What follows belongs to an exercise in optimizing a design on an open flow for small area; a production flow would make more cautious choices. RTL that was checked went through simulation tests only; none was proved equivalent to the original. The RTL of runs 2 and 3 was laid out without a check of its function. In run 8 the design's own scripts or RTL, not TritonCTS, make the clock network. The flow treats the clock pin as an ideal source. Dropping or thinning the clock tree relies on that and would not hold on a real chip. Power and IR drop assume default switching activity.

### flow/design.v
module fde_core (
    input  wire        clk,
    input  wire        rst,            
    input  wire [7:0]  key,            
    output wire [7:0]  mem_addr,
    output wire        mem_we,
    output wire [15:0] mem_wdata,
    input  wire [15:0] mem_rdata,
    output reg  [15:0] out_data,
    output wire        out_valid,
    output reg  [15:0] disp_data,
    output wire        disp_data_valid,
    output reg  [15:0] disp_ctrl,
    output wire        disp_ctrl_valid,
    output reg         halted,
    output wire [1:0]  fault,
    output wire [15:0] fault_info
);
    localparam [4:0] C_NOP = 5'h00, C_LDA = 5'h01, C_ADD = 5'h02, C_SUB = 5'h03,
                     C_STA = 5'h04, C_LDI = 5'h05, C_JMP = 5'h06, C_JC  = 5'h07,
                     C_JZ  = 5'h08, C_SHL = 5'h09, C_SHR = 5'h0A, C_KEY = 5'h0B,
                     C_OUT = 5'h0E, C_HLT = 5'h0F, C_PSH = 5'h10, C_POP = 5'h11,
                     C_CAL = 5'h12, C_RET = 5'h13, C_LSP = 5'h14, C_DSD = 5'h15,
                     C_DSC = 5'h16;
    reg [7:0]  pc;
    reg [7:0]  mar;
    reg [4:0]  opc;
    reg [15:0] a;
    reg        az;
    reg        c;
    reg        z;
    reg [3:0]  sp;
    reg [3:0]  cnt;
    reg        t;
    reg        rf;             
    assign fault_info = a;
    wire run   = !halted;
    wire c0    = (cnt == 4'd0);
    wire c14   = (cnt == 4'd14);
    wire fetch = (cnt == 4'd15);
    wire o_lda = (opc == C_LDA);
    wire o_add = (opc == C_ADD);
    wire o_sub = (opc == C_SUB);
    wire o_sta = (opc == C_STA);
    wire o_ldi = (opc == C_LDI);
    wire o_jmp = (opc == C_JMP);
    wire o_jc  = (opc == C_JC);
    wire o_jz  = (opc == C_JZ);
    wire o_shl = (opc == C_SHL);
    wire o_shr = (opc == C_SHR);
    wire o_key = (opc == C_KEY);
    wire o_out = (opc == C_OUT);
    wire o_hlt = (opc == C_HLT);
    wire o_psh = (opc == C_PSH);
    wire o_pop = (opc == C_POP);
    wire o_cal = (opc == C_CAL);
    wire o_ret = (opc == C_RET);
    wire o_lsp = (opc == C_LSP);
    wire o_dsd = (opc == C_DSD);
    wire o_dsc = (opc == C_DSC);
    wire o_inv = (opc == 5'h0C) || (opc == 5'h0D) || (opc >= 5'h17);
    wire        kill = rst || az || o_cal;
    wire [15:0] am   = a & {16{!kill}};
    wire [7:0] f_op  = mem_rdata[15:8];
    wire       f_stk = (f_op[7:2] == 6'b000100);    
    wire       f_pop = f_stk && f_op[0];             
    wire [3:0] sp_nx = sp + {f_pop, f_pop, f_pop, 1'b1};
    wire hi_nz   = (mem_rdata[15:8] != 8'd0);
    wire ret_flt = o_ret && (fetch ? rf : hi_nz);
    assign fault = {o_ret, o_ret || o_inv};
    wire halting = (c0 && o_hlt) || (fetch && (o_inv || rf));
    wire mar_sel = (o_lda || o_add || o_sub || o_sta || o_psh || o_pop || o_ret) ? !fetch
                                                                                 : (o_cal && c0);
    assign mem_addr = mar_sel ? mar : pc;
    wire [7:0] pc_inc = pc + 8'd1;
    assign mem_we    = run && c0 && (o_sta || o_psh || o_cal);
    assign mem_wdata = {am[15:8], am[7:0] | (pc_inc & {8{o_cal}})};
    wire [15:0] rvec = {t, mem_rdata[14:0]};
    wire [3:0]  ridx = {cnt[3] ^ o_inv, cnt[2:0]};
    wire        rbit = rvec[ridx];
    wire        kbit = key[cnt[2:0]];
    wire        bop  = o_shl ? am[0] : (rbit ^ o_sub);
    wire        cin  = c0 ? o_sub : c;
    wire        sum  = am[0] ^ bop ^ cin;
    wire        cout = (am[0] & bop) | (am[0] & cin) | (bop & cin);
    reg newbit;
    always @* begin
        if (o_add || o_sub || o_shl) newbit = sum;
        else if (o_shr)              newbit = am[1] && !fetch;
        else if (o_ldi || o_inv)     newbit = rbit && !cnt[3];
        else if (o_key)              newbit = kbit && !cnt[3];
        else                         newbit = rbit;    
    end
    wire ashift = run && (o_lda || o_add || o_sub || o_ldi || o_shl || o_shr ||
                          o_key || o_pop || o_inv || ret_flt);
    wire flags  = o_add || o_sub || o_shl || o_shr;
    wire take = o_jmp || (o_jc && c) || (o_jz && z) || o_cal || o_ret;
    wire ld_out = run && c0 && o_out;
    wire ld_dsd = run && c0 && o_dsd;
    wire ld_dsc = run && c0 && o_dsc;
    wire c1 = (cnt == 4'd1);
    assign out_valid       = run && c1 && o_out;
    assign disp_data_valid = run && c1 && o_dsd;
    assign disp_ctrl_valid = run && c1 && o_dsc;
    always @(posedge clk) begin
        t <= mem_rdata[15];
        rf <= !rst && c14 && o_ret && hi_nz;
        if (ashift) a <= {newbit, a[15:1]};
        if (rst || ld_out) out_data  <= am;
        if (rst || ld_dsd) disp_data <= am;
        if (rst || ld_dsc) disp_ctrl <= am;
        if (fetch) mar <= f_stk ? {4'hF, f_pop ? sp_nx : sp} : mem_rdata[7:0];
        if (rst) begin
            pc              <= 8'd0;
            opc             <= C_NOP;
            az              <= 1'b1;
            c               <= 1'b0;
            z               <= 1'b0;
            sp              <= 4'd0;
            cnt             <= 4'd15;
            halted          <= 1'b0;
        end else begin
            cnt             <= cnt + 4'd1;
            if (fetch && run && !halting) opc <= (f_op[7:5] != 3'd0) ? 5'h1F : f_op[4:0];
            if (ashift && fetch) az <= 1'b0;
            if (flags) begin
                if (o_shr) begin
                    if (c0) c <= am[0];
                end else begin
                    c <= cout;
                end
                z <= (c0 || z) && !newbit;
            end
            if (fetch && f_stk) sp <= sp_nx;
            if (c0 && o_lsp)    sp <= am[3:0];
            if (c14) pc <= take ? mem_rdata[7:0] : pc_inc;
            if (halting) halted <= 1'b1;
        end
    end
endmodule
### flow/flow/run.sh
#!/bin/bash
# The standard layout (standard.sh), with three changes:
#  - synthesis maps logic with an area-oriented ABC script (flow/abc_area.script,
#    used through ABC_AREA=1) instead of ORFS's, which buffers and upsizes;
#  - the port buffers are the smallest buffer cell;
#  - clock tree synthesis inserts no dummy loads.
set -euo pipefail
here=$(pwd)
rm -rf "$here/scripts"
cp -r "$FLOW_HOME/scripts" "$here/scripts"
cp "$here/flow/abc_area.script" "$here/scripts/abc_area.script"
export SCRIPTS_DIR="$here/scripts"
export BUFFER_PORTS_ARGS="-buffer_cell sky130_fd_sc_hd__buf_1"
export CTS_ARGS="-sink_clustering_enable -repair_clock_nets -buf_list sky130_fd_sc_hd__clkbuf_8 -dont_use_dummy_load"
bash standard.sh > "$here/standard.log" 2>&1
### flow/flow/abc_area.script
strash
&get -n
&deepsyn -T 30
&dch -f
&nf -R 1000 -a
&put
### flow/standard.sh
#!/bin/bash
# synth_recipe.tcl (not shown) runs the flow's synth.tcl, then flattens the netlist and writes it again
# the make line also repeats each setting of config.mk as NAME=value (left out here)
make -C /OpenROAD-flow-scripts/flow DESIGN_CONFIG=/design/flow/config.mk WORK_HOME=/design/flow/orfs CLKGATE_MAP_FILE= SYNTH_SCRIPT=/design/flow/synth_recipe.tcl "${@:-finish}"
### flow/config.mk
export PLATFORM = sky130hd
export DESIGN_NAME = fde_core
export DESIGN_NICKNAME = fde_core
export VERILOG_FILES = /design/flow/design.v
export SDC_FILE = /design/flow/constraint.sdc
export NUM_CORES = 4
export LEC_CHECK = 0
export ABC_AREA = 1
export CAP_MARGIN = 20
export CORE_MARGIN = 2
export CORE_UTILIZATION = 40
export CTS_BUF_LIST = sky130_fd_sc_hd__clkbuf_8
export PLACE_DENSITY = 0.6
export SLEW_MARGIN = 20
### flow/constraint.sdc
create_clock -name core_clock -period 7.0 [get_ports {clk}]
set_input_delay 1.4000 -clock core_clock [delete_from_list [all_inputs] [get_ports {clk}]]
set_output_delay 1.4000 -clock core_clock [all_outputs]
set_load 0.01 [all_outputs]
==> results.yml, run 1 <==
drt:
  drtIter0Drc: 226
  routed_via_density: 5.31
  detail-route-antenna-nets: 0
  drt-wirelength-per-cell_um: 17.0
  drc: 0
  drt-total-wl_um: 10900
  drt_first_pass_iters: 4
  vias: 3397
die:
  die_w_um: 109
  core_um2: 10700
  initial_core_util_pct: 40.8
  io_pins: 121
  dieArea_um2: 11800
  die_y_um: 109
  rows: 38
global_route:
  grt_busiest_layer: "met2"
  overflow: 0
  grt_max_degree: 24
  antenna_found_initial: 0
  grt_use_met2_pct: 31.6
  grt_pass1_wl_um: 17000
  grt_util_met3_pct: 2.69
  first_global_vias: 3189
  use_met1_pct: 25.9
  grtUsageTotal_pct: 19.0
timing:
  hold_viol: 0
  setup_viol: 0
  tightestPinTransition_ps: 983
  finalMaxSlewViolations: 0
  fin_skew_ps: 39.4
  fin_setup_tns_ps: 0
  relSlewSlack_pct: 34.3
  min_period_ps: 4450
  fmax_mhz: 224
  rsz0062_at_grt: "false"
  whs_ps: 462
  finalCritPeriodShare_pct: 63.6
cells_and_area:
  layout_common_cells: "120 x buf_1, 72 x edfxtp_1, 43 x nor2_1, 31 x nand2_1, 27 x dfxtp_1"
  finalNetCount: 537
  final_common_cell: "buf_1"
  synthToLayoutAreaGrowth_pct: 16.0
  layout-drive-gt1-share_pct: 2.40
  diodes: 0
yosys:
  synth_cells: 378
  synth_nets: 413
  synth-seq-cells: 99
  syn-cell-area_um2: 4380
  avgSynthCellArea_um2: 11.6
  ys.warnings.count: 1
  synth_cell_types: 40
  ys_seq_area_share_pct: 61.7
power:
  leakagePower_nw: 1.83
  power_frac_seq_pct: 58.8
  switching_share_pct: 30.1
  p_switching_w: 0.000390
  combinationalPowerShare_pct: 19.3
  clockPowerShare_pct: 21.9
  power_density_nw_per_um2: 255
  internal_power_w: 0.000908
  vdd_drop_max_v: 0.000110
clock_tree:
  htreeDepth: 3
  cts_setup_buffers: 0
  cts_buffers: 9
  tritoncts: "yes"
  clk_latency_ps: 360
  ctsResizeCount: 0
  cts-root-buf: "clkbuf_8"
  cts_hold_buf: 0
  clk_path_buf_depth: 2
  clk_pin_slew_worst_paths_ps: 110
  cts_sinks: 99
worst_setup_path:
  path_buf_inv: 2
  cp_max_fo: 16
  crit_chain: "ha_1, nand3_1, clkinv_1, nor2_1, mux2_1, buf_1"
  worstPathArrival_ps: 3050
  crit_type: "flop to output port"
  cp_data_required_time_ps: 5600
  path_delay_family: "simple AND/OR/NAND/NOR gates"
  slowest_stage: "nor2_1"
  cp-end-kind: "output port"
  start_kind: "flop"
  max_stage_delay_ps: 720
placement:
  gp_congestion: 0.855
  dp_hpwl_um: 7960
  portBuffers: 120
flow_run:
  maxCapViolations: 0
worst_hold_path:
  min_path_type: "flop to flop"
outcome:
  status: "finished clean"
==> path summary, 6_finish.rpt <==
kind	start	to	slack, ps	cells after the start
max	cnt[0]	mem_addr[4]	2550	6
min	a[12]	a[11]	460	0
max reg2reg	opc[2]	z	3910	11
min reg2reg	a[12]	a[11]	460	0
==> sequential cells by signal (all words and copies together) (netlist names), 4 cells and up <==
name and count:
pc 8, opc 5, sp 4, mar 8, disp_data 16, disp_ctrl 16
a 16, cnt 4, out_data 16
==> metal layers <==
metal	up-vias	routed length (µm)	share of wire, %
li1	1645	-	-
met1	1657	4890	45
met2	86	5400	50
met3	9	471	4.3
met4	0	128	1.2
met5	-	0	0
==> power by group through the flow <==
| stage | logic [W] | registers, W | clock network (W) |
|---|---|---|---|
| 2_1_floorplan | 0.000139 | 0.000781 | 0 |
| 3_3_place_gp | 0.000251 | 0.000774 | 0 |
| 3_5_place_dp | 0.000253 | 0.000775 | 0 |
| 4_1_cts | 0.000254 | 0.000763 | 0.000292 |
| 5_1_grt | 0.000280 | 0.000773 | 0.000313 |
| 6_report | 0.000250 | 0.000763 | 0.000285 |
==> through the flow <==
stage	std cells	util [%]	power (W)	setup slack [ps]	area, µm²
global route	640	47.3	0.00137	2240	5080
CTS	640	47.3	0.00131	2360	5080
global placement	631	46.1	0.00103	2370	4960
finish	640	47.3	0.00130	2550	5080
floorplan	378	-	0.000920	3320	4380
detailed placement	631	46.1	0.00103	2370	4960
==> logic make-up (layout without fill, tap and decap cells) <==
family / Yosys count / count (layout) / share of synthesized area [%]
simple gates: 153 / 153 / 17.1
mux: 10 / 10 / 2.51
buf+inv: 19 / 141 / 2.40
compound gates: 78 / 78 / 11.4
fa+ha+maj: 9 / 9 / 2.91
flops: 99 / 99 / 61.7
xor+xnor: 10 / 10 / 2.00
==> cell usage after synthesis, drive strengths merged <==
| cell | number | area, µm² |
|---|---|---|
| edfxtp | 72 | 2160 |
| nor2 | 44 | 165 |
| nand2 | 31 | 116 |
| dfxtp | 27 | 541 |
| a21oi | 19 | 95.1 |
| and3 | 18 | 113 |
| o21ai | 15 | 75.1 |
| nand3 | 13 | 65.1 |
| nor3 | 12 | 60.1 |
| a22oi | 10 | 75.1 |
| clkinv | 10 | 37.5 |
| buf | 9 | 67.6 |
| nand2b | 9 | 56.3 |
| mux2 | 8 | 90.1 |
| ha | 7 | 87.6 |
| o21bai | 7 | 52.6 |
| xnor2 | 7 | 61.3 |
| a31oi | 6 | 37.5 |
| o22ai | 6 | 37.5 |
| nor2b | 5 | 31.3 |
| or2 | 5 | 31.3 |
| a21o | 4 | 30.0 |
| and2 | 4 | 25.0 |
| or3 | 4 | 25.0 |
| a221o | 3 | 30.0 |
| xor2 | 3 | 26.3 |
| a211oi | 2 | 15.0 |
| and4 | 2 | 17.5 |
| fa | 2 | 40.0 |
| mux2i | 2 | 20.0 |
| nand4 | 2 | 12.5 |
| nor3b | 2 | 15.0 |
| a21boi | 1 | 7.51 |
| a222oi | 1 | 10.0 |
| a22o | 1 | 8.76 |
| a311oi | 1 | 8.76 |
| a41o | 1 | 10.0 |
| nor4 | 1 | 6.26 |
| nor4b | 1 | 8.76 |
| o32ai | 1 | 8.76 |
==> cell type report <==
type / instances / area [µm²]
fill: 1069 / 5660
timing repair buffer: 122 / 465
multi-input combinational: 260 / 1580
clock buffer: 9 / 124
inverter: 10 / 37.5
sequential: 99 / 2700
tap: 140 / 175
==> run 2, diff against run 1 <==
--- a/flow/design.v
+++ b/flow/design.v
@@ -64,14 +64,15 @@
     wire [7:0] f_op  = mem_rdata[15:8];
     wire       f_stk = (f_op[7:2] == 6'b000100);    
     wire       f_pop = f_stk && f_op[0];             
-    wire [3:0] sp_nx = sp + {f_pop, f_pop, f_pop, 1'b1};
+    wire       sp_dn = fetch;    
+    wire [3:0] sp_nx = sp + {sp_dn, sp_dn, sp_dn, 1'b1};
     wire hi_nz   = (mem_rdata[15:8] != 8'd0);
     wire ret_flt = o_ret && (fetch ? rf : hi_nz);
     assign fault = {o_ret, o_ret || o_inv};
     wire halting = (c0 && o_hlt) || (fetch && (o_inv || rf));
-    wire mar_sel = (o_lda || o_add || o_sub || o_sta || o_psh || o_pop || o_ret) ? !fetch
-                                                                                 : (o_cal && c0);
-    assign mem_addr = mar_sel ? mar : pc;
+    wire stk_sel = (o_psh || o_cal) ? c0 : ((o_pop || o_ret) && !fetch);
+    wire mar_sel = (o_lda || o_add || o_sub || o_sta) && !fetch;
+    assign mem_addr = stk_sel ? {4'hF, sp} : (mar_sel ? mar : pc);
     wire [7:0] pc_inc = pc + 8'd1;
     assign mem_we    = run && c0 && (o_sta || o_psh || o_cal);
     assign mem_wdata = {am[15:8], am[7:0] | (pc_inc & {8{o_cal}})};
@@ -109,7 +110,7 @@
         if (rst || ld_out) out_data  <= am;
         if (rst || ld_dsd) disp_data <= am;
         if (rst || ld_dsc) disp_ctrl <= am;
-        if (fetch) mar <= f_stk ? {4'hF, f_pop ? sp_nx : sp} : mem_rdata[7:0];
+        if (fetch) mar <= mem_rdata[7:0];
         if (rst) begin
             pc              <= 8'd0;
             opc             <= C_NOP;
@@ -131,7 +132,7 @@
                 end
                 z <= (c0 || z) && !newbit;
             end
-            if (fetch && f_stk) sp <= sp_nx;
+            if ((fetch && f_pop) || (c0 && (o_psh || o_cal))) sp <= sp_nx;
             if (c0 && o_lsp)    sp <= am[3:0];
             if (c14) pc <= take ? mem_rdata[7:0] : pc_inc;
             if (halting) halted <= 1'b1;
==> results.yml, run 2 <==
outcome:
  status: "finished clean"
placement:
  gp_congestion: 0.868
  dp_hpwl_um: 7660
  portBuffers: 120
  dpl_cell_area_um2: 4850
clock_tree:
  htreeDepth: 3
  cts_setup_buffers: 0
  cts_buffers: 9
  ctsResizeCount: 0
  cts-root-buf: "clkbuf_8"
  clk_latency_ps: 360
  tritoncts: "yes"
  clk_path_buf_depth: 2
  cts_hold_buf: 0
  cts_sinks: 99
  clk_pin_slew_worst_paths_ps: 100
die:
  initial_core_util_pct: 41.2
  io_pins: 121
  die_y_um: 107
  core_um2: 10400
  die_w_um: 107
  rows: 37
  dieArea_um2: 11500
worst_setup_path:
  slowest_stage: "nor2_1"
  max_stage_delay_ps: 750
  cp_data_required_time_ps: 5600
  crit_type: "input port to output port"
  cp_common_cell: "buf_1"
  cp-end-kind: "output port"
  cp_max_fo: 22
  start_kind: "input port"
  worstPathArrival_ps: 3200
  crit_chain: "buf_1, buf_4, nor2_1, and2_0, nand2_1, o21ai_0, buf_1"
timing:
  tightestPinTransition_ps: 986
  whs_ps: 480
  fin_setup_tns_ps: 0
  min_period_ps: 4600
  hold_viol: 0
  setup_viol: 0
  finalCritPeriodShare_pct: 65.7
  fmax_mhz: 217
  relSlewSlack_pct: 34.2
  fin_skew_ps: 26.9
  finalMaxSlewViolations: 0
  rsz0062_at_grt: "false"
yosys:
  synth_top_cell_area_share_pct: 50.6
  yosys.area.top_type: "edfxtp_1"
  synth_most_common_cell: "edfxtp_1"
  avgSynthCellArea_um2: 11.9
  synthArstFlopShare_pct: 0
  synth_cells: 360
  ys.warnings.count: 1
  synthFlopType: "edfxtp_1"
  synth_cell_types: 44
  synth-seq-cells: 99
  synth_nets: 395
  yosys-top-cells-count: "72 x edfxtp_1, 36 x nor2_1, 35 x nand2_1"
  ys_seq_area_share_pct: 63.2
  syn-cell-area_um2: 4280
  synth_area_leaders: "edfxtp_1 51%, dfxtp_1 13%, nor2_1 3.2%"
  synth_edf_count: 72
drt:
  routed_via_density: 5.32
  drtIter0Drc: 158
  drt_first_pass_iters: 4
  drc: 0
  detail-route-antenna-nets: 0
  drt-wirelength-per-cell_um: 16.8
  vias: 3288
  drt-total-wl_um: 10400
global_route:
  grtUsageTotal_pct: 18.5
  grt_max_degree: 23
  grt_pass1_wl_um: 16200
  first_global_vias: 3044
  overflow: 0
  antenna_found_initial: 0
worst_hold_path:
  min_path_type: "flop to flop"
cells_and_area:
  finalNetCount: 519
  layout-drive-gt1-share_pct: 2.70
  fin_area_um2: 4970
  layout_common_cells: "120 x buf_1, 72 x edfxtp_1, 36 x nor2_1, 35 x nand2_1, 27 x dfxtp_1"
  diodes: 0
  final_common_cell: "buf_1"
  fin_util_pct: 47.9
  synthToLayoutAreaGrowth_pct: 16.3
power:
  switching_share_pct: 30.6
  p_switching_w: 0.000405
  power_density_nw_per_um2: 266
  internal_power_w: 0.000917
  combinationalPowerShare_pct: 20.7
  clockPowerShare_pct: 21.5
  vdd_drop_max_v: 0.000110
  power_frac_seq_pct: 57.8
  leakagePower_nw: 1.74
flow_run:
  maxCapViolations: 0
run 2: worst paths after layout:
kind / cells after the start / to / slack, ps / start
max: 7 / mem_wdata[0] / 2400 / rst
min reg2reg: 0 / a[10] / 480 / a[11]
min: 0 / a[10] / 480 / a[11]
max reg2reg: 15 / a[15] / 3530 / opc[4]
run 2: layer usage:
layer  vias up  track usage [%]  routed length (µm)
met2       121             29.0                4930
met1      1572             25.5                4700
met5         -                0                   0
li1       1580                -                   -
met3        15             3.09                 543
met4         0             7.60                 204
run 2: power by group through the flow:
| stage | Clock (W) | Combinational [W] | Sequential (W) |
|---|---|---|---|
| finish | 0.000284 | 0.000273 | 0.000765 |
| global route | 0.000321 | 0.000306 | 0.000774 |
| CTS | 0.000296 | 0.000276 | 0.000765 |
| detailed placement | 0 | 0.000275 | 0.000778 |
| global placement | 0 | 0.000273 | 0.000778 |
| floorplan | 0 | 0.000158 | 0.000783 |
run 2: critical path: cells and delay by family:
| family | cells | cell delay, ps |
|---|---|---|
| buffers and inverters | 3 | 470 |
| and+or+nand+nor | 3 | 1200 |
| AOI/OAI and AO/OA | 1 | 130 |
run 2: cell families after synthesis:
kind of cell	share of synthesized area, %
AND/OR/NAND/NOR	14.7
flip-flops	63.2
AO/OA/AOI/OAI	13.2
buffers and inverters	2.72
XOR/XNOR	2.25
adder cells (fa/ha/maj)	2.98
multiplexers	0.995
run 2: layout make-up:
class                      instances  area (µm²)
fill                            1020        5400
tap                              136         170
clock buffer                       9         124
sequential                        99        2700
timing repair buffer             122         465
multi-input combinational        239        1460
inverter                          13        48.8
run 2: stage by stage:
| stage | setup WS (ps) | power (W) | instances |
|---|---|---|---|
| after CTS | 2370 | 0.00134 | 618 |
| after detailed placement | 2370 | 0.00105 | 609 |
| after global routing | 2130 | 0.00140 | 618 |
| after floorplan | 3320 | 0.000941 | 360 |
| final | 2400 | 0.00132 | 618 |
| after global placement | 2390 | 0.00105 | 609 |
==> run 3, diff against run 2 <==
--- a/flow/config.mk
+++ b/flow/config.mk
@@ -8,7 +8,7 @@
 export ABC_AREA = 1
 export CAP_MARGIN = 20
 export CORE_MARGIN = 2
-export CORE_UTILIZATION = 40
+export CORE_UTILIZATION = 65
 export CTS_BUF_LIST = sky130_fd_sc_hd__clkbuf_8
-export PLACE_DENSITY = 0.6
+export PLACE_DENSITY = 0.8
 export SLEW_MARGIN = 20
==> results.yml, run 3 <==
worst_setup_path:
  start_kind: "input port"
  path_delay_family: "simple AND/OR/NAND/NOR gates"
  worstPathArrival_ps: 3200
  max_stage_delay_ps: 700
  path_buf_inv: 3
  cp_max_fo: 22
  slowest_stage: "nor2_1"
  crit_chain: "buf_1, buf_4, nor2_1, and2_0, nand2_1, o21ai_0, buf_1"
  cp-end-kind: "output port"
  cp_data_required_time_ps: 5600
  crit_type: "input port to output port"
  cp_common_cell: "buf_1"
timing:
  hold_viol: 0
  fin_ws_ps: 2400
  tightestPinTransition_ps: 1050
  finalCritPeriodShare_pct: 65.7
  rsz0062_at_grt: "false"
  fin_setup_tns_ps: 0
  relSlewSlack_pct: 29.2
  setup_viol: 0
  finalMaxSlewViolations: 0
  min_period_ps: 4600
  fin_skew_ps: 22.5
  fmax_mhz: 217
die:
  core_um2: 6350
  initial_core_util_pct: 67.3
  dieArea_um2: 7240
  io_pins: 121
  die_w_um: 85.1
  rows: 29
  die_y_um: 85.1
yosys:
  synth_cell_types: 44
  synth_top_cell_area_share_pct: 50.6
  yosys.area.top_type: "edfxtp_1"
  ys_seq_area_share_pct: 63.2
  synth_most_common_cell: "edfxtp_1"
  yosys-top-cells-count: "72 x edfxtp_1, 36 x nor2_1, 35 x nand2_1"
  ys.warnings.count: 1
  synth_cells: 360
  synthFlopType: "edfxtp_1"
  avgSynthCellArea_um2: 11.9
  synthArstFlopShare_pct: 0
  synth-seq-cells: 99
  synth_edf_count: 72
  syn-cell-area_um2: 4280
  synth_area_leaders: "edfxtp_1 51%, dfxtp_1 13%, nor2_1 3.2%"
  synth_nets: 395
placement:
  dpl_worst_slack_ps: 2410
  dp_hpwl_um: 7340
  gp_congestion: 0.929
  portBuffers: 120
cells_and_area:
  synthToLayoutAreaGrowth_pct: 14.4
  diodes: 0
  layout_common_cells: "120 x buf_1, 72 x edfxtp_1, 36 x nor2_1, 35 x nand2_1, 27 x dfxtp_1"
  seq_area_um2: 2700
  final_common_cell: "buf_1"
  fillers: 441
  layout-drive-gt1-share_pct: 2.49
  finalNetCount: 518
  multi_input_area_um2: 1460
clock_tree:
  htreeDepth: 3
  cts_hold_buf: 0
  ctsResizeCount: 0
  cts_buffers: 9
  cts-root-buf: "clkbuf_8"
  tritoncts: "yes"
  clk_latency_ps: 370
  cts_sinks: 99
  clk_pin_slew_worst_paths_ps: 90
  clk_path_buf_depth: 2
  cts_setup_buffers: 0
drt:
  routed_via_density: 5.95
  drc: 0
  drtIter0Drc: 197
  drt_first_pass_iters: 4
  vias: 3319
  drt-wirelength-per-cell_um: 18.0
  detail-route-antenna-nets: 0
  drt-total-wl_um: 10100
global_route:
  overflow: 0
  antenna_found_initial: 0
  first_global_vias: 3030
  grt_max_degree: 23
  grtUsageTotal_pct: 28.3
  grt_pass1_wl_um: 15600
power:
  vdd_drop_max_v: 0.000198
  power_density_nw_per_um2: 270
  leakagePower_nw: 1.74
outcome:
  status: "finished clean"
worst_hold_path:
  min_path_type: "flop to flop"
flow_run:
  maxCapViolations: 0
-- run 3: cell count changes in the layout (fill, tap and decap cells not counted), sizes merged --
cell / delta
buf: -1
-- run 3: kinds of logic after synthesis --
group | count (synthesis) | share of synthesized area (%)
AND/OR/NAND/NOR | 130 | 14.7
flip-flops | 99 | 63.2
AO/OA/AOI/OAI | 86 | 13.2
buffers and inverters | 22 | 2.72
XOR/XNOR | 11 | 2.25
adder cells (fa/ha/maj) | 9 | 2.98
multiplexers | 3 | 0.995
-- run 3: layer usage --
metal	GRT usage, %	up-vias	share of wire [%]
met5	0	-	0
met2	44.5	152	49
met1	39.6	1570	42
met3	6.13	16	7.6
li1	-	1581	-
met4	9.38	0	1.8
-- run 3: through the flow --
step	total power [W]	instances	area (µm²)	utilization, %	hold WS, ps
after floorplan	0.000941	360	4280	-	458
after global placement	0.00104	549	4770	75.1	462
after detailed placement	0.00105	549	4770	75.1	469
after CTS	0.00132	558	4890	77.0	488
after global routing	0.00138	558	4890	77.0	502
final	0.00132	558	4890	77.0	483
-- run 3: path summary, 6_finish.rpt --
path	from	endpoint	cells past startpoint	slack, ps
setup reg to reg	opc[3]	a[15]	11	3410
hold reg to reg	a[12]	a[11]	0	480
hold / removal	a[12]	a[11]	0	480
setup / recovery	rst	mem_wdata[0]	7	2400
-- run 3: cell type report --
class | count | share of cell area (%)
flip-flops and latches | 99 | 55.3
clock buffers | 9 | 2.53
well taps | 77 | 1.97
inverters | 13 | 0.998
multi-input cells | 239 | 29.9
repair buffers | 121 | 9.36
-- run 3: where the power goes --
group	switching, W	internal [W]
registers	0.0000536	0.000710
clock network	0.000169	0.000115
logic	0.000181	0.0000913
total	0.000404	0.000917
==> run 4, diff against run 3 <==
--- a/flow/design.v
+++ b/flow/design.v
@@ -59,7 +59,7 @@
     wire o_dsd = (opc == C_DSD);
     wire o_dsc = (opc == C_DSC);
     wire o_inv = (opc == 5'h0C) || (opc == 5'h0D) || (opc >= 5'h17);
-    wire        kill = rst || az || o_cal;
+    wire        kill = rst || az || (opc[4] && !opc[2] && opc[1]);
     wire [15:0] am   = a & {16{!kill}};
     wire [7:0] f_op  = mem_rdata[15:8];
     wire       f_stk = (f_op[7:2] == 6'b000100);    
@@ -70,12 +70,13 @@
     wire ret_flt = o_ret && (fetch ? rf : hi_nz);
     assign fault = {o_ret, o_ret || o_inv};
     wire halting = (c0 && o_hlt) || (fetch && (o_inv || rf));
-    wire stk_sel = (o_psh || o_cal) ? c0 : ((o_pop || o_ret) && !fetch);
-    wire mar_sel = (o_lda || o_add || o_sub || o_sta) && !fetch;
+    wire stk_op  = (opc[4:2] == 3'b100);
+    wire stk_sel = stk_op && (opc[0] ? !fetch : c0);
+    wire mar_sel = (opc < 5'h05) && !fetch;
     assign mem_addr = stk_sel ? {4'hF, sp} : (mar_sel ? mar : pc);
     wire [7:0] pc_inc = pc + 8'd1;
     assign mem_we    = run && c0 && (o_sta || o_psh || o_cal);
-    assign mem_wdata = {am[15:8], am[7:0] | (pc_inc & {8{o_cal}})};
+    assign mem_wdata = {am[15:8], am[7:0] | (pc_inc & {8{opc[1]}})};
     wire [15:0] rvec = {t, mem_rdata[14:0]};
     wire [3:0]  ridx = {cnt[3] ^ o_inv, cnt[2:0]};
     wire        rbit = rvec[ridx];
@@ -132,7 +133,7 @@
                 end
                 z <= (c0 || z) && !newbit;
             end
-            if ((fetch && f_pop) || (c0 && (o_psh || o_cal))) sp <= sp_nx;
+            if ((fetch && f_pop) || (c0 && stk_op && !opc[0])) sp <= sp_nx;
             if (c0 && o_lsp)    sp <= am[3:0];
             if (c14) pc <= take ? mem_rdata[7:0] : pc_inc;
             if (halting) halted <= 1'b1;
--- a/flow/config.mk
+++ b/flow/config.mk
@@ -8,7 +8,7 @@
 export ABC_AREA = 1
 export CAP_MARGIN = 20
 export CORE_MARGIN = 2
-export CORE_UTILIZATION = 65
+export CORE_UTILIZATION = 40
 export CTS_BUF_LIST = sky130_fd_sc_hd__clkbuf_8
-export PLACE_DENSITY = 0.8
+export PLACE_DENSITY = 0.6
 export SLEW_MARGIN = 20
==> results.yml, run 4 <==
yosys:
  yosys.area.top_type: "edfxtp_1"
  synthMuxAreaShare_pct: 0.470
  yosys-top-cells-count: "72 x edfxtp_1, 51 x nor2_1, 27 x dfxtp_1"
  synth_edf_count: 72
  avgSynthCellArea_um2: 12.0
  syn-cell-area_um2: 4260
  synth_area_leaders: "edfxtp_1 51%, dfxtp_1 13%, nor2_1 4.5%"
  synthFlopType: "edfxtp_1"
  synth_xor_area_share_pct: 2.06
  ys.warnings.count: 1
  synth_cell_types: 46
  synth_top_family_by_area: "simple AND/OR/NAND/NOR gates"
  synth_compound_area_share_pct: 12.8
  ys_seq_area_share_pct: 63.5
  synth_most_common_cell: "edfxtp_1"
  synthArstFlopShare_pct: 0
  synth-seq-cells: 99
  yosys.area_share.simple_pct: 15.3
  synth_top_cell_area_share_pct: 50.8
  synth_nets: 391
  synth_cells: 356
  yosys.area_share.adder_pct: 3.00
global_route:
  overflow: 0
  antenna_found_initial: 0
  grtUsageTotal_pct: 18.4
  first_global_vias: 3052
  grt_max_degree: 21
  grt_pass1_wl_um: 16200
timing:
  relSlewSlack_pct: 27.8
  rsz0062_at_grt: "false"
  setup_viol: 0
  hold_viol: 0
  fin_setup_tns_ps: 0
  tightestPinTransition_ps: 1070
  finalCritPeriodShare_pct: 67.6
  min_period_ps: 4740
  fmax_mhz: 211
  fin_skew_ps: 35.4
  finalMaxSlewViolations: 0
worst_setup_path:
  start_kind: "input port"
  critPathCapture: "mem_wdata[0]"
  cp_max_fo: 20
  r2r_cells: 13
  regToRegEndpoint: "z"
  reg2reg_from: "opc[1]"
  critPathLaunch: "rst"
  crit_type: "input port to output port"
  worstPathArrival_ps: 3340
  cp-end-kind: "output port"
  cp_data_required_time_ps: 5600
  rrSetupSlack_ps: 3580
flow_run:
  maxCapViolations: 0
worst_hold_path:
  min_path_type: "flop to flop"
drt:
  vias: 3322
  drtIter0Drc: 216
  drt-wirelength-per-cell_um: 16.9
  detail-route-antenna-nets: 0
  drt_first_pass_iters: 7
  routed_via_density: 5.43
  drt-total-wl_um: 10400
  drc: 0
clock_tree:
  htreeDepth: 3
  cts-root-buf: "clkbuf_8"
  ctsResizeCount: 0
  clk_pin_slew_worst_paths_ps: 110
  clk_latency_ps: 370
  cts_hold_buf: 0
  tritoncts: "yes"
  cts_setup_buffers: 0
  cts_sinks: 99
  clk_path_buf_depth: 2
  cts_buffers: 9
die:
  die_y_um: 107
  rows: 37
  dieArea_um2: 11500
  initial_core_util_pct: 41.2
  io_pins: 121
  core_um2: 10300
  die_w_um: 107
power:
  vdd_drop_max_v: 0.000106
  leakagePower_nw: 1.75
  power_density_nw_per_um2: 275
  p_total_w: 0.00136
cells_and_area:
  diodes: 0
  layout_common_cells: "120 x buf_1, 72 x edfxtp_1, 50 x nor2_1, 27 x dfxtp_1, 23 x nand2_1"
  final_common_cell: "buf_1"
  finalNetCount: 513
  fin_util_pct: 47.9
  fin_area_um2: 4950
  layout-drive-gt1-share_pct: 2.52
  synthToLayoutAreaGrowth_pct: 16.3
  stdcell_count: 612
placement:
  dp_hpwl_um: 7390
  dp.cells: 603
  portBuffers: 120
  gp_congestion: 0.901
  dpl_cell_area_um2: 4820
outcome:
  status: "finished clean"
## run 4: cell count changes after synthesis, moves of 12 or more
cell | before | now
nor2_1 | 36 | 51
and2_0 | 3 | 18
o21ai_0 | 20 | 6
nand2_1 | 35 | 23
and3_1 | 16 | 2
## run 4: power breakdown
group / internal, W / switching, W / total (W) / leakage (nW)
clock network: 0.000116 / 0.000172 / 0.000288 / 0.0647
registers: 0.000712 / 0.0000608 / 0.000773 / 0.942
logic: 0.000101 / 0.000199 / 0.000300 / 0.744
total: 0.000929 / 0.000432 / 0.00136 / 1.75
## run 4: worst max-delay path: stages
cell and delay [ps]:
buf_1 350, nor2_1 250, o21a_1 470, and2_0 490, o21bai_1 180, buf_1 180
## run 4: per-stage QoR
stage,worst slack (ps),hold slack [ps]
floorplan,3260,456
global placement,2350,455
detailed placement,2240,461
CTS,2160,457
global route,1950,473
finish,2260,459
## run 4: layer usage
layer	share of wire (%)	GRT usage (%)	routed length, µm
met5	0	0	0
met4	1.7	7.24	177
met3	7.4	3.04	766
met2	48	28.7	4940
met1	43	25.8	4480
## run 4: kinds of logic after synthesis
logic type,count (synthesis)
adder cells (fa/ha/maj),9
flip-flops,99
XOR/XNOR,10
AO/OA/AOI/OAI,76
multiplexers,2
buffers and inverters,23
AND/OR/NAND/NOR,137
## run 4: how the worst min path moves through the flow
stage                from  endpoint  slack [ps]  cells past startpoint
finish               a[9]      a[8]         460                      0
floorplan              az        az         460                      2
global route        a[12]     a[11]         470                      0
detailed placement   a[4]      a[3]         460                      0
CTS                  a[9]      a[8]         460                      0
global placement     a[9]      a[8]         450                      0
## run 4: cell type report
type | instances | area (µm²)
fillers | 977 | 5370
flip-flops and latches | 99 | 2700
multi-input cells | 234 | 1450
repair buffers | 120 | 450
well taps | 136 | 170
clock buffers | 9 | 124
inverters | 14 | 52.6
==> run 5, diff against run 4 <==
--- a/flow/design.v
+++ b/flow/design.v
@@ -36,6 +36,7 @@
     assign fault_info = a;
     wire run   = !halted;
     wire c0    = (cnt == 4'd0);
+    wire c13   = (cnt == 4'd13);
     wire c14   = (cnt == 4'd14);
     wire fetch = (cnt == 4'd15);
     wire o_lda = (opc == C_LDA);
@@ -71,10 +72,10 @@
     assign fault = {o_ret, o_ret || o_inv};
     wire halting = (c0 && o_hlt) || (fetch && (o_inv || rf));
     wire stk_op  = (opc[4:2] == 3'b100);
-    wire stk_sel = stk_op && (opc[0] ? !fetch : c0);
-    wire mar_sel = (opc < 5'h05) && !fetch;
-    assign mem_addr = stk_sel ? {4'hF, sp} : (mar_sel ? mar : pc);
-    wire [7:0] pc_inc = pc + 8'd1;
+    wire pc_sel  = fetch || o_ldi || o_inv;
+    assign mem_addr = pc_sel ? pc : (stk_op ? {4'hF, sp} : mar);
+    wire       pc_ci  = c14 || (c0 && o_cal);
+    wire [7:0] pc_inc = pc + {7'd0, pc_ci};
     assign mem_we    = run && c0 && (o_sta || o_psh || o_cal);
     assign mem_wdata = {am[15:8], am[7:0] | (pc_inc & {8{opc[1]}})};
     wire [15:0] rvec = {t, mem_rdata[14:0]};
@@ -111,7 +112,7 @@
         if (rst || ld_out) out_data  <= am;
         if (rst || ld_dsd) disp_data <= am;
         if (rst || ld_dsc) disp_ctrl <= am;
-        if (fetch) mar <= mem_rdata[7:0];
+        if (fetch || (c13 && o_ret)) mar <= mem_rdata[7:0];
         if (rst) begin
             pc              <= 8'd0;
             opc             <= C_NOP;
@@ -135,7 +136,7 @@
             end
             if ((fetch && f_pop) || (c0 && stk_op && !opc[0])) sp <= sp_nx;
             if (c0 && o_lsp)    sp <= am[3:0];
-            if (c14) pc <= take ? mem_rdata[7:0] : pc_inc;
+            pc <= (c14 && take) ? mar : pc_inc;
             if (halting) halted <= 1'b1;
         end
     end
==> results.yml, run 5 <==
drt:
  detail-route-antenna-nets: 0
  drt-total-wl_um: 10200
  drc: 0
  vias: 3194
  drt-wirelength-per-cell_um: 16.8
  routed_via_density: 5.27
  drt_first_pass_iters: 5
  drtIter0Drc: 248
global_route:
  antenna_found_initial: 0
  grt_max_degree: 22
  grt_pass1_wl_um: 15400
  first_global_vias: 2854
  overflow: 0
  grtUsageTotal_pct: 17.6
timing:
  min_period_ps: 4690
  finalMaxSlewViolations: 0
  tightestPinTransition_ps: 1020
  hold_viol: 0
  relSlewSlack_pct: 32.1
  setup_viol: 0
  fmax_mhz: 213
  fin_skew_ps: 25.6
  rsz0062_at_grt: "false"
  finalCritPeriodShare_pct: 66.9
  fin_setup_tns_ps: 0
worst_setup_path:
  cp_max_fo: 17
  start_kind: "flop"
  worstPathArrival_ps: 3290
  cp_data_required_time_ps: 5600
  cp-end-kind: "output port"
  crit_type: "flop to output port"
clock_tree:
  cts_buffers: 9
  htreeDepth: 3
  cts_sinks: 99
  clk_path_buf_depth: 2
  clk_pin_slew_worst_paths_ps: 90
  ctsResizeCount: 0
  cts-root-buf: "clkbuf_8"
  cts_setup_buffers: 0
  cts_hold_buf: 0
  tritoncts: "yes"
  clk_latency_ps: 360
yosys:
  synth_most_common_cell: "edfxtp_1"
  synthArstFlopShare_pct: 0
  ys.warnings.count: 1
  yosys-top-cells-count: "72 x edfxtp_1, 42 x nor2_1, 27 x dfxtp_1"
  synth_top_cell_area_share_pct: 51.1
  ys_seq_area_share_pct: 63.9
  syn-cell-area_um2: 4230
  avgSynthCellArea_um2: 12.2
  synth_edf_count: 72
  yosys.area.top_type: "edfxtp_1"
  synth_cells: 348
  synth-seq-cells: 99
  synth_area_leaders: "edfxtp_1 51%, dfxtp_1 13%, nor2_1 3.7%"
  synthFlopType: "edfxtp_1"
  synth_nets: 384
  synth_cell_types: 44
die:
  rows: 37
  core_um2: 10300
  die_w_um: 107
  initial_core_util_pct: 41.2
  die_y_um: 107
  dieArea_um2: 11400
  io_pins: 121
power:
  vdd_drop_max_v: 0.0000890
  leakagePower_nw: 1.84
  power_density_nw_per_um2: 267
placement:
  dpl_cell_area_um2: 4800
  gp_congestion: 0.877
  dp_hpwl_um: 7300
  portBuffers: 120
cells_and_area:
  finalNetCount: 508
  diodes: 0
  final_common_cell: "buf_1"
  fin_area_um2: 4930
  layout_common_cells: "120 x buf_1, 72 x edfxtp_1, 42 x nor2_1, 27 x dfxtp_1, 24 x nand2_1"
  layout-drive-gt1-share_pct: 2.55
  synthToLayoutAreaGrowth_pct: 16.4
outcome:
  status: "finished clean"
worst_hold_path:
  min_path_type: "flop to flop"
flow_run:
  maxCapViolations: 0
## run 5: cell types whose count changed in the layout (fill, tap and decap cells not counted), sizes merged, moves of 3 or more
cell    delta
a22oi      -3
o22ai      -3
o21ai      +5
nor2       -9
a222oi     -3
a22o       +8
and3      +15
and2      -16
nor2b      +6
nor3       -3
## run 5: cell type report
class                      instances  area [µm²]
multi-input combinational        227        1420
tap                              136         170
inverter                          13        48.8
clock buffer                       9         124
fill                             994        5350
sequential                        99        2700
timing repair buffer             122         465
## run 5: kinds of logic (layout without fill, tap and decap cells)
group                    Yosys count  count (layout)  share of synthesized area [%]
AO/OA/AOI/OAI                     77              77                           13.0
XOR/XNOR                          10              10                           2.07
adder cells (fa/ha/maj)           10              10                           3.31
buffers and inverters             22             144                           2.75
flip-flops                        99              99                           63.9
AND/OR/NAND/NOR                  130             130                           14.9
## run 5: metrics by stage
| step | cells | util (%) | hold slack [ps] | setup WS [ps] | total power [W] |
|---|---|---|---|---|---|
| after floorplan | 348 | - | 469 | 3360 | 0.000932 |
| after global placement | 597 | 46.7 | 462 | 2470 | 0.00104 |
| after detailed placement | 597 | 46.7 | 465 | 2470 | 0.00104 |
| after CTS | 606 | 47.9 | 487 | 2300 | 0.00132 |
| after global routing | 606 | 47.9 | 495 | 1960 | 0.00137 |
| final | 606 | 47.9 | 480 | 2310 | 0.00131 |
## run 5: critical path: stages (launching register included)
cell	delay, ps
dfxtp_1	730
nand2_1	540
o21ai_0	350
ha_1	240
ha_1	200
and3_1	210
nand3_1	110
xnor2_1	250
a21o_1	170
buf_1	160
## run 5: report_power, final
part           switching [W]  total (W)  internal, W
combinational       0.000173   0.000265    0.0000924
clock               0.000172   0.000287     0.000116
sequential         0.0000540   0.000761     0.000707
total               0.000398    0.00131     0.000915
## run 5: final timing paths
kind / cells after the start / slack, ps / from / to
max: 9 / 2310 / opc[1] / mem_wdata[6]
max reg2reg: 12 / 3540 / opc[1] / z
min reg2reg: 0 / 480 / a[13] / a[12]
min: 0 / 480 / a[13] / a[12]
## run 5: layer usage
| layer | share of wire (%) | routed length [µm] | GRT usage (%) |
|---|---|---|---|
| met3 | 5.2 | 531 | 3.34 |
| met4 | 1.2 | 126 | 5.57 |
| met1 | 47 | 4780 | 25.3 |
| met2 | 46 | 4710 | 27.0 |
| met5 | 0 | 0 | 0 |
==> run 6, diff against run 5 <==
--- a/flow/design.v
+++ b/flow/design.v
@@ -65,8 +65,9 @@
     wire [7:0] f_op  = mem_rdata[15:8];
     wire       f_stk = (f_op[7:2] == 6'b000100);    
     wire       f_pop = f_stk && f_op[0];             
-    wire       sp_dn = fetch;    
-    wire [3:0] sp_nx = sp + {sp_dn, sp_dn, sp_dn, 1'b1};
+    wire       sp_dn = fetch && f_pop;
+    wire       sp_up = c0 && (opc[4:2] == 3'b100) && !opc[0];
+    wire [3:0] sp_nx = sp + {sp_dn, sp_dn, sp_dn, sp_dn || sp_up};
     wire hi_nz   = (mem_rdata[15:8] != 8'd0);
     wire ret_flt = o_ret && (fetch ? rf : hi_nz);
     assign fault = {o_ret, o_ret || o_inv};
@@ -134,8 +135,7 @@
                 end
                 z <= (c0 || z) && !newbit;
             end
-            if ((fetch && f_pop) || (c0 && stk_op && !opc[0])) sp <= sp_nx;
-            if (c0 && o_lsp)    sp <= am[3:0];
+            sp <= (c0 && o_lsp) ? am[3:0] : sp_nx;
             pc <= (c14 && take) ? mar : pc_inc;
             if (halting) halted <= 1'b1;
         end
==> results.yml, run 6 <==
outcome:
  status: "finished clean"
global_route:
  grtUsageTotal_pct: 18.3
  antenna_found_initial: 0
  grt_pass1_wl_um: 15800
  grt_max_degree: 22
  first_global_vias: 3089
  overflow: 0
clock_tree:
  cts_setup_buffers: 0
  cts_hold_buf: 0
  htreeDepth: 3
  cts-root-buf: "clkbuf_8"
  clk_path_buf_depth: 2
  cts_sinks: 99
  clk_latency_ps: 360
  cts_buffers: 9
  ctsResizeCount: 0
  clk_pin_slew_worst_paths_ps: 90
  tritoncts: "yes"
yosys:
  ys_seq_area_share_pct: 64.7
  yosys-top-cells-count: "72 x edfxtp_1, 28 x nor2_1, 27 x dfxtp_1, 27 x nand2_1, 17 x and2_0"
  synth-seq-cells: 99
  synth_most_common_cell: "edfxtp_1"
  synth_nets: 369
  synth_top_cell_area_share_pct: 51.8
  avgSynthCellArea_um2: 12.6
  synth_cells: 332
  ys.warnings.count: 1
  synth_cell_types: 41
  synthFlopType: "edfxtp_1"
  synth_edf_count: 72
  synth_area_leaders: "edfxtp_1 52%, dfxtp_1 13%, ha_1 2.7%"
  yosys.area.top_type: "edfxtp_1"
  syn-cell-area_um2: 4180
  synthArstFlopShare_pct: 0
power:
  internal_power_w: 0.000940
  clockPowerShare_pct: 20.6
  power_frac_seq_pct: 57.5
  switching_share_pct: 31.6
  leakagePower_nw: 1.74
  power_density_nw_per_um2: 282
  vdd_drop_max_v: 0.000108
  combinationalPowerShare_pct: 21.9
  p_switching_w: 0.000435
cells_and_area:
  fin_area_um2: 4870
  layout-drive-gt1-share_pct: 2.87
  diodes: 0
  final_common_cell: "buf_1"
  multi_input_area_um2: 1380
  seq_area_um2: 2700
  fillers: 984
  layout_common_cells: "120 x buf_1, 72 x edfxtp_1, 28 x nor2_1, 27 x nand2_1, 27 x dfxtp_1"
  finalNetCount: 492
  synthToLayoutAreaGrowth_pct: 16.8
die:
  initial_core_util_pct: 40.8
  rows: 37
  die_y_um: 106
  dieArea_um2: 11300
  die_w_um: 106
  core_um2: 10200
  io_pins: 121
drt:
  vias: 3093
  met3_length_um: 528
  detail-route-antenna-nets: 0
  drc: 0
  routed_via_density: 5.25
  drt_first_pass_iters: 4
  drt-wirelength-per-cell_um: 17.1
  drt-total-wl_um: 10100
  drtIter0Drc: 110
  top_layer_used: "met4"
  wl_met2_um: 4940
  met1_length_um: 4430
timing:
  min_period_ps: 4940
  fin_setup_tns_ps: 0
  relSlewSlack_pct: 34.3
  fmax_mhz: 203
  whs_ps: 480
  fin_skew_ps: 23.0
  hold_viol: 0
  finalMaxSlewViolations: 0
  tightestPinTransition_ps: 986
  rsz0062_at_grt: "false"
  setup_viol: 0
  finalCritPeriodShare_pct: 70.5
worst_setup_path:
  cp-end-kind: "output port"
  rrSetupSlack_ps: 2990
  cp_common_cell: "nor2_1"
  cp_max_fo: 21
  slowest_stage: "dfxtp_1"
  crit_type: "flop to output port"
  worstPathArrival_ps: 3540
  path_buf_inv: 2
  crit_chain: "nand3_1, clkinv_1, nor3_1, a31o_1, nor2_1, nand2_1, o22ai_1, nor2_1, buf_1"
  cp_data_required_time_ps: 5600
  path_delay_family: "simple AND/OR/NAND/NOR gates"
  max_stage_delay_ps: 880
  start_kind: "flop"
placement:
  portBuffers: 120
  dpl_cell_area_um2: 4750
  gp_congestion: 0.918
  dp_hpwl_um: 7270
flow_run:
  maxCapViolations: 0
worst_hold_path:
  min_path_type: "flop to flop"
## run 6: final timing paths
check,startpoint,to,cells after the start
max,opc[1],mem_addr[3],9
min,a[12],a[11],0
max reg2reg,opc[1],a[15],11
min reg2reg,a[12],a[11],0
## run 6: logic make-up (layout without fill, tap and decap cells)
| kind of cell | count (synthesis) | count (layout) | synth area share (%) |
|---|---|---|---|
| xor+xnor | 10 | 10 | 2.10 |
| fa+ha+maj | 11 | 11 | 3.66 |
| simple gates | 108 | 108 | 12.8 |
| buf+inv | 20 | 141 | 2.61 |
| mux | 3 | 3 | 0.719 |
| compound gates | 81 | 81 | 13.4 |
| flops | 99 | 99 | 64.7 |
## run 6: area by class of cell
cell class / instances / area share [%]
clock buffer: 9 / 2.54
inverter: 11 / 0.847
tap: 136 / 3.49
timing repair buffer: 121 / 9.39
multi-input combinational: 213 / 28.3
sequential: 99 / 55.4
## run 6: routing by layer
metal,vias to the layer above,GRT usage (%)
met1,1493,24.1
met4,0,8.18
met5,-,0
met3,11,3.25
met2,99,29.8
li1,1490,-
## run 6: worst register-to-register path, cell delays in order (launching register included)
cell and delay, ps:
dfxtp_1 880, a21oi_1 200, nor3_1 730, xor2_1 250, o21ai_0 120, o22ai_1 360, mux2i_1 130, mux2i_1 200
fa_1 440, a22o_1 230, a21oi_1 110, o21ai_0 100
## run 6: stage by stage
step                      total power, W  cells  utilization [%]  worst slack, ps
after floorplan                 0.000975    332                -             2950
after global placement           0.00110    580             46.4             2310
after detailed placement         0.00111    580             46.4             2240
after CTS                        0.00139    589             47.6             2130
after global routing             0.00145    589             47.6             1760
final                            0.00138    589             47.6             2060
## run 6: power groups by stage
| stage | Combinational, W | Clock [W] | Sequential [W] |
|---|---|---|---|
| after floorplan | 0.000163 | 0 | 0.000811 |
| after global placement | 0.000302 | 0 | 0.000802 |
| after detailed placement | 0.000304 | 0 | 0.000803 |
| after CTS | 0.000305 | 0.000292 | 0.000790 |
| after global routing | 0.000332 | 0.000312 | 0.000802 |
| final | 0.000301 | 0.000284 | 0.000791 |
==> run 7, diff against run 6 <==
--- a/flow/design.v
+++ b/flow/design.v
@@ -83,7 +83,7 @@
     wire [3:0]  ridx = {cnt[3] ^ o_inv, cnt[2:0]};
     wire        rbit = rvec[ridx];
     wire        kbit = key[cnt[2:0]];
-    wire        bop  = o_shl ? am[0] : (rbit ^ o_sub);
+    wire        bop  = (o_shl || o_shr) ? am[0] : (rbit ^ o_sub);
     wire        cin  = c0 ? o_sub : c;
     wire        sum  = am[0] ^ bop ^ cin;
     wire        cout = (am[0] & bop) | (am[0] & cin) | (bop & cin);
@@ -128,11 +128,7 @@
             if (fetch && run && !halting) opc <= (f_op[7:5] != 3'd0) ? 5'h1F : f_op[4:0];
             if (ashift && fetch) az <= 1'b0;
             if (flags) begin
-                if (o_shr) begin
-                    if (c0) c <= am[0];
-                end else begin
-                    c <= cout;
-                end
+                if (!o_shr || c0) c <= cout;
                 z <= (c0 || z) && !newbit;
             end
             sp <= (c0 && o_lsp) ? am[3:0] : sp_nx;
==> results.yml, run 7 <==
clock_tree:
  cts-root-buf: "clkbuf_8"
  tritoncts: "yes"
  clk_path_buf_depth: 2
  ctsResizeCount: 0
  cts_sinks: 99
  clk_pin_slew_worst_paths_ps: 110
  cts_setup_buffers: 0
  htreeDepth: 3
  clk_latency_ps: 370
  cts_hold_buf: 0
  cts_buffers: 9
yosys:
  synth_area_leaders: "edfxtp_1 52%, dfxtp_1 13%, nor2_1 2.8%"
  yosys.area.top_type: "edfxtp_1"
  synth_cells: 330
  ys_seq_area_share_pct: 64.6
  synthArstFlopShare_pct: 0
  yosys.area_share.adder_pct: 3.65
  synthFlopType: "edfxtp_1"
  synth_most_common_cell: "edfxtp_1"
  synth_compound_area_share_pct: 13.0
  synth_top_cell_area_share_pct: 51.7
  avgSynthCellArea_um2: 12.7
  synth_edf_count: 72
  syn-cell-area_um2: 4180
  yosys.area_share.simple_pct: 13.4
  synth_top_family_by_area: "simple AND/OR/NAND/NOR gates"
  yosys-top-cells-count: "72 x edfxtp_1, 31 x nor2_1, 27 x dfxtp_1"
  synth_xor_area_share_pct: 2.09
  synth_cell_types: 40
  synth_nets: 367
  synth-seq-cells: 99
  synthMuxAreaShare_pct: 0.508
  ys.warnings.count: 1
placement:
  gp_congestion: 0.868
  dpl_cell_area_um2: 4800
  dp_hpwl_um: 7490
  dpl_worst_slack_ps: 2380
  portBuffers: 120
drt:
  routed_via_density: 5.30
  drt-total-wl_um: 10300
  detail-route-antenna-nets: 0
  drtIter0Drc: 198
  drt-wirelength-per-cell_um: 17.6
  drc: 0
  drt_first_pass_iters: 5
  vias: 3111
die:
  die_w_um: 106
  dieArea_um2: 11300
  core_um2: 10200
  die_y_um: 106
  rows: 37
  io_pins: 121
  initial_core_util_pct: 40.9
global_route:
  grtUsageTotal_pct: 18.5
  antenna_found_initial: 0
  grt_pass1_wl_um: 15900
  first_global_vias: 2996
  grt_max_degree: 22
  overflow: 0
cells_and_area:
  final_common_cell: "buf_1"
  fin_util_pct: 48.2
  layout_common_cells: "120 x buf_1, 72 x edfxtp_1, 31 x nor2_1, 27 x dfxtp_1, 21 x nand2_1"
  finalNetCount: 490
  fin_area_um2: 4930
  multi_input_area_um2: 1420
  diodes: 0
  fillers: 986
  synthToLayoutAreaGrowth_pct: 17.8
  seq_area_um2: 2700
  layout-drive-gt1-share_pct: 3.33
timing:
  rsz0062_at_grt: "false"
  fmax_mhz: 205
  fin_ws_ps: 2120
  relSlewSlack_pct: 35.9
  setup_viol: 0
  fin_setup_tns_ps: 0
  min_period_ps: 4880
  fin_skew_ps: 36.8
  hold_viol: 0
  finalMaxSlewViolations: 0
  finalCritPeriodShare_pct: 69.7
  tightestPinTransition_ps: 961
power:
  vdd_drop_max_v: 0.000105
  leakagePower_nw: 1.74
  power_density_nw_per_um2: 275
  p_total_w: 0.00135
worst_setup_path:
  regToRegEndpoint: "a[15]"
  cp-end-kind: "output port"
  reg2reg_from: "opc[1]"
  start_kind: "flop"
  cp_max_fo: 15
  worstPathArrival_ps: 3480
  rrSetupSlack_ps: 3200
  crit_type: "flop to output port"
  critPathLaunch: "cnt[0]"
  cp_data_required_time_ps: 5600
  r2r_cells: 11
worst_hold_path:
  whs_endpoint: "a[9]"
  min_from: "a[10]"
  min_path_type: "flop to flop"
  holdPathStages: 0
flow_run:
  maxCapViolations: 0
outcome:
  status: "finished clean"
[run 7: cell types whose count changed after synthesis, moves of 3 or more]
| cell | delta |
|---|---|
| a222oi_1 | +7 |
| nand2_1 | -6 |
| nor2_1 | +3 |
| nor4_1 | +3 |
| o21ai_0 | -5 |
| o22ai_1 | -10 |
| o31ai_1 | +4 |
| nor3_1 | +6 |
| or3_1 | -3 |
[run 7: final cells by class]
cell class / count / area share, %
sequential: 99 / 54.9
inverter: 13 / 0.990
multi-input combinational: 209 / 28.9
tap: 136 / 3.45
timing repair buffer: 121 / 9.29
clock buffer: 9 / 2.51
[run 7: per-stage QoR]
step           std cells  hold WS [ps]
2_1_floorplan        330           433
3_3_place_gp         578           448
3_5_place_dp         578           455
4_1_cts              587           463
5_1_grt              587           497
6_report             587           467
[run 7: routing by layer]
layer	GRT usage, %	routed length (µm)	vias up
li1	-	-	1491
met1	24.4	4630	1506
met2	30.4	5070	99
met3	3.31	443	15
met4	7.05	189	0
met5	0	0	-
[run 7: worst max path at each step]
stage | to | slack [ps] | cells after the start
after floorplan | mem_wdata[0] | 2880 | 4
after global placement | mem_wdata[0] | 2090 | 6
after detailed placement | mem_wdata[0] | 2380 | 6
after CTS | mem_wdata[6] | 2120 | 13
after global routing | mem_wdata[6] | 1810 | 13
final | mem_wdata[6] | 2120 | 13
[run 7: logic make-up (layout without fill, tap and decap cells)]
| kind of cell | after synthesis | after routing |
|---|---|---|
| compound gates | 73 | 73 |
| xor+xnor | 10 | 10 |
| fa+ha+maj | 11 | 11 |
| buf+inv | 22 | 143 |
| flops | 99 | 99 |
| mux | 2 | 2 |
| simple gates | 113 | 113 |
[run 7: where the power goes]
| group | switching, W | internal (W) | total, W |
|---|---|---|---|
| Clock | 0.000175 | 0.000116 | 0.000291 |
| Sequential | 0.0000651 | 0.000718 | 0.000784 |
| Combinational | 0.000185 | 0.0000941 | 0.000279 |
[run 7: critical path: stages (launching register included)]
cell      delay, ps
dfxtp_1         640
clkinv_1        290
ha_1            270
nand2_1         410
nor4_1          110
nand2_1          90
nand2_1          70
ha_1            220
ha_1            210
and3_1          210
nand3_1         100
xnor2_1         180
a21o_1          160
buf_1           170
==> run 8, diff against run 7 <==
--- a/flow/design.v
+++ b/flow/design.v
@@ -83,7 +83,7 @@
     wire [3:0]  ridx = {cnt[3] ^ o_inv, cnt[2:0]};
     wire        rbit = rvec[ridx];
     wire        kbit = key[cnt[2:0]];
-    wire        bop  = (o_shl || o_shr) ? am[0] : (rbit ^ o_sub);
+    wire        bop  = o_shl ? am[0] : (rbit ^ o_sub);
     wire        cin  = c0 ? o_sub : c;
     wire        sum  = am[0] ^ bop ^ cin;
     wire        cout = (am[0] & bop) | (am[0] & cin) | (bop & cin);
@@ -128,7 +128,11 @@
             if (fetch && run && !halting) opc <= (f_op[7:5] != 3'd0) ? 5'h1F : f_op[4:0];
             if (ashift && fetch) az <= 1'b0;
             if (flags) begin
-                if (!o_shr || c0) c <= cout;
+                if (o_shr) begin
+                    if (c0) c <= am[0];
+                end else begin
+                    c <= cout;
+                end
                 z <= (c0 || z) && !newbit;
             end
             sp <= (c0 && o_lsp) ? am[3:0] : sp_nx;
==> flow/flow/run.sh (replaced) <==
#!/bin/bash
# The standard layout (standard.sh), with three changes:
#  - synthesis maps logic with an area-oriented ABC script (flow/abc_area.script,
#    used through ABC_AREA=1) instead of ORFS's, which buffers and upsizes;
#  - the port buffers are the smallest buffer cell;
#  - the clock tree is made by flow/manual_cts.tcl (four clkbuf_16 leaf buffers
#    on the clock port, one per quarter of the registers) in place of
#    clock_tree_synthesis; the rest of ORFS's CTS step (legalisation, timing
#    repair) runs unchanged.
set -euo pipefail
here=$(pwd)
rm -rf "$here/scripts"
cp -r "$FLOW_HOME/scripts" "$here/scripts"
cp "$here/flow/abc_area.script" "$here/scripts/abc_area.script"
sed -i "s|^log_cmd clock_tree_synthesis {\*}\$cts_args|source $here/flow/manual_cts.tcl|" "$here/scripts/cts.tcl"
grep -q "manual_cts.tcl" "$here/scripts/cts.tcl"
export SCRIPTS_DIR="$here/scripts"
export BUFFER_PORTS_ARGS="-buffer_cell sky130_fd_sc_hd__buf_1"
bash standard.sh > "$here/standard.log" 2>&1
==> flow/flow/manual_cts.tcl (new file) <==
# Clock tree made by hand: the clock port drives four clkbuf_16 leaf buffers,
# each driving the clock pins of one quarter of the registers (split by x,
# then by y), placed at the centre of its registers. A balanced tree of one
# level: every register's clock passes through exactly one buffer.
proc manual_cts { nx ny bufname } {
  set db [ord::get_db]
  set block [ord::get_db_block]
  set clknet [$block findNet clk]
  set master [$db findMaster $bufname]
  set sinks {}
  foreach it [$clknet getITerms] {
    set inst [$it getInst]
    set loc [$inst getLocation]
    lappend sinks [list $it [lindex $loc 0] [lindex $loc 1]]
  }
  set n [llength $sinks]
  set sx [lsort -integer -index 1 $sinks]
  set groups {}
  for { set i 0 } { $i < $nx } { incr i } {
    set a [expr { $i * $n / $nx }]
    set b [expr { ($i + 1) * $n / $nx - 1 }]
    set col [lsort -integer -index 2 [lrange $sx $a $b]]
    set m [llength $col]
    for { set j 0 } { $j < $ny } { incr j } {
      set c [expr { $j * $m / $ny }]
      set d [expr { ($j + 1) * $m / $ny - 1 }]
      lappend groups [lrange $col $c $d]
    }
  }
  set k 0
  foreach g $groups {
    set inst [odb::dbInst_create $block $master "clkbuf_leaf_$k"]
    set net [odb::dbNet_create $block "clknet_leaf_$k"]
    $net setSigType CLOCK
    [$inst findITerm A] connect $clknet
    [$inst findITerm X] connect $net
    set sumx 0
    set sumy 0
    foreach s $g {
      set it [lindex $s 0]
      $it disconnect
      $it connect $net
      incr sumx [lindex $s 1]
      incr sumy [lindex $s 2]
    }
    set cnt [llength $g]
    $inst setLocation [expr { $sumx / $cnt }] [expr { $sumy / $cnt }]
    $inst setPlacementStatus PLACED
    puts "manual_cts: leaf $k drives $cnt clock pins"
    incr k
  }
}
manual_cts 2 2 sky130_fd_sc_hd__clkbuf_16
==> results.yml, run 8 <==
outcome:
  status: "finished clean"
global_route:
  antenna_found_initial: 0
  use_met1_pct: 24.2
  grtUsageTotal_pct: 17.2
  grt_busiest_layer: "met2"
  first_global_vias: 3027
  grt_use_met2_pct: 29.6
  overflow: 0
  grt_pass1_wl_um: 15600
  grt_util_met3_pct: 1.66
  grt_max_degree: 26
drt:
  drt-wirelength-per-cell_um: 17.1
  routed_via_density: 5.27
  drtIter0Drc: 181
  vias: 3078
  detail-route-antenna-nets: 0
  drt_first_pass_iters: 5
  drc: 0
  drt-total-wl_um: 9960
clock_tree:
  cts_setup_buffers: 0
  clk_latency_ps: 170
  cts_hold_buf: 0
  clk_pin_slew_worst_paths_ps: 100
  ctsResizeCount: 0
placement:
  gp_congestion: 0.918
  dp_hpwl_um: 7270
  portBuffers: 120
  dpl_cell_area_um2: 4750
yosys:
  synth_xor_area_share_pct: 2.10
  syn-cell-area_um2: 4180
  synth-seq-cells: 99
  synthFlopType: "edfxtp_1"
  synth_most_common_cell: "edfxtp_1"
  synth_cell_types: 41
  yosys.area.top_type: "edfxtp_1"
  yosys-top-cells-count: "72 x edfxtp_1, 28 x nor2_1, 27 x dfxtp_1, 27 x nand2_1, 17 x and2_0"
  synthMuxAreaShare_pct: 0.719
  yosys.area_share.simple_pct: 12.8
  yosys.area_share.adder_pct: 3.66
  synth_area_leaders: "edfxtp_1 52%, dfxtp_1 13%, ha_1 2.7%"
  avgSynthCellArea_um2: 12.6
  synth_nets: 369
  synth_top_cell_area_share_pct: 51.8
  ys.warnings.count: 1
  synth_edf_count: 72
  synth_top_family_by_area: "compound AO/OA/AOI/OAI gates"
  synthArstFlopShare_pct: 0
  synth_compound_area_share_pct: 13.4
  synth_cells: 332
  ys_seq_area_share_pct: 64.7
timing:
  fin_setup_tns_ps: 0
  rsz0062_at_grt: "false"
  fmax_mhz: 209
  relSlewSlack_pct: 34.6
  setup_viol: 0
  finalMaxSlewViolations: 0
  min_period_ps: 4780
  finalCritPeriodShare_pct: 68.3
  fin_skew_ps: 16.8
  whs_ps: 481
  tightestPinTransition_ps: 981
  hold_viol: 0
power:
  power_density_nw_per_um2: 276
  vdd_drop_max_v: 0.000128
  leakagePower_nw: 1.72
worst_setup_path:
  cp-end-kind: "output port"
  worstPathArrival_ps: 3380
  start_kind: "flop"
  crit_chain: "nand3_1, clkinv_1, nor3_1, a31o_1, nor2_1, nand2_1, o22ai_1, nor2_1, buf_1"
  max_stage_delay_ps: 900
  regToRegEndpoint: "a[15]"
  cp_max_fo: 21
  slowest_stage: "dfxtp_1"
  crit_type: "flop to output port"
  rrSetupSlack_ps: 2970
  cp_data_required_time_ps: 5600
  r2r_cells: 11
  reg2reg_from: "opc[1]"
  cp_common_cell: "nor2_1"
die:
  io_pins: 121
  dieArea_um2: 11300
  rows: 37
  initial_core_util_pct: 40.8
  die_y_um: 106
  core_um2: 10200
  die_w_um: 106
cells_and_area:
  layout_common_cells: "120 x buf_1, 72 x edfxtp_1, 28 x nor2_1, 27 x nand2_1, 27 x dfxtp_1"
  final_common_cell: "buf_1"
  fin_area_um2: 4850
  layout-drive-gt1-share_pct: 1.79
  diodes: 0
  finalNetCount: 487
  synthToLayoutAreaGrowth_pct: 16.2
  fillers: 978
worst_hold_path:
  min_path_type: "flop to flop"
  min_from: "a[12]"
  whs_endpoint: "a[11]"
  holdPathStages: 0
flow_run:
  maxCapViolations: 0
-- run 8: area by class of cell --
cell class	instances	area, µm²	share of cell area, %
plain buffers	4	100	2.06
inverters	11	41.3	0.851
multi-input cells	213	1380	28.4
flip-flops and latches	99	2700	55.7
well taps	136	170	3.51
repair buffers	121	458	9.44
-- run 8: kinds of logic (layout without fill, tap and decap cells) --
group           count (synthesis)  in the layout
simple gates                  108            108
buf+inv                        20            136
xor+xnor                       10             10
fa+ha+maj                      11             11
mux                             3              3
compound gates                 81             81
flops                          99             99
-- run 8: per-layer routing --
layer	share of wire, %	vias to the layer above
met5	0	-
met1	43	1477
met2	49	109
met3	5.8	13
li1	-	1479
met4	1.5	0
-- run 8: worst max-delay path by stage --
stage / depth (start not counted) / endpoint / slack (ps) / startpoint
floorplan: 4 / mem_wdata[2] / 2950 / rst
global placement: 6 / mem_wdata[2] / 2310 / rst
detailed placement: 6 / mem_wdata[3] / 2240 / rst
CTS: 6 / mem_wdata[3] / 2220 / rst
global route: 11 / mem_addr[3] / 1930 / opc[0]
finish: 9 / mem_addr[3] / 2220 / opc[1]
-- run 8: power breakdown --
part / internal [W] / leakage (nW) / switching (W) / total (W)
clock network: 0.000105 / 0.0493 / 0.000143 / 0.000248
logic: 0.0000981 / 0.728 / 0.000203 / 0.000301
registers: 0.000726 / 0.943 / 0.0000641 / 0.000790
-- run 8: worst max-delay path, delay by kind of cell, from the launching register on --
family                 cells  cell delay, ps
AO/OA/AOI/OAI              2             490
flip-flops                 1             900
buffers and inverters      2             270
AND/OR/NAND/NOR            5            1550
-- run 8: stage by stage --
step	util, %	cells	total power (W)	worst slack [ps]
2_1_floorplan	-	332	0.000975	2950
3_3_place_gp	46.4	580	0.00110	2310
3_5_place_dp	46.4	580	0.00111	2240
4_1_cts	47.4	584	0.00130	2220
5_1_grt	47.4	584	0.00140	1930
6_report	47.4	584	0.00134	2220

Re-timed with assumed drivers on the ports (clkbuf_16 on the clock, buf_2 on other inputs), run 8 has 2.146 ns of setup slack against 2.220 ns with ideal ports, and 2.378 ns once port delays also move by the mid clock arrival of 0.231 ns.
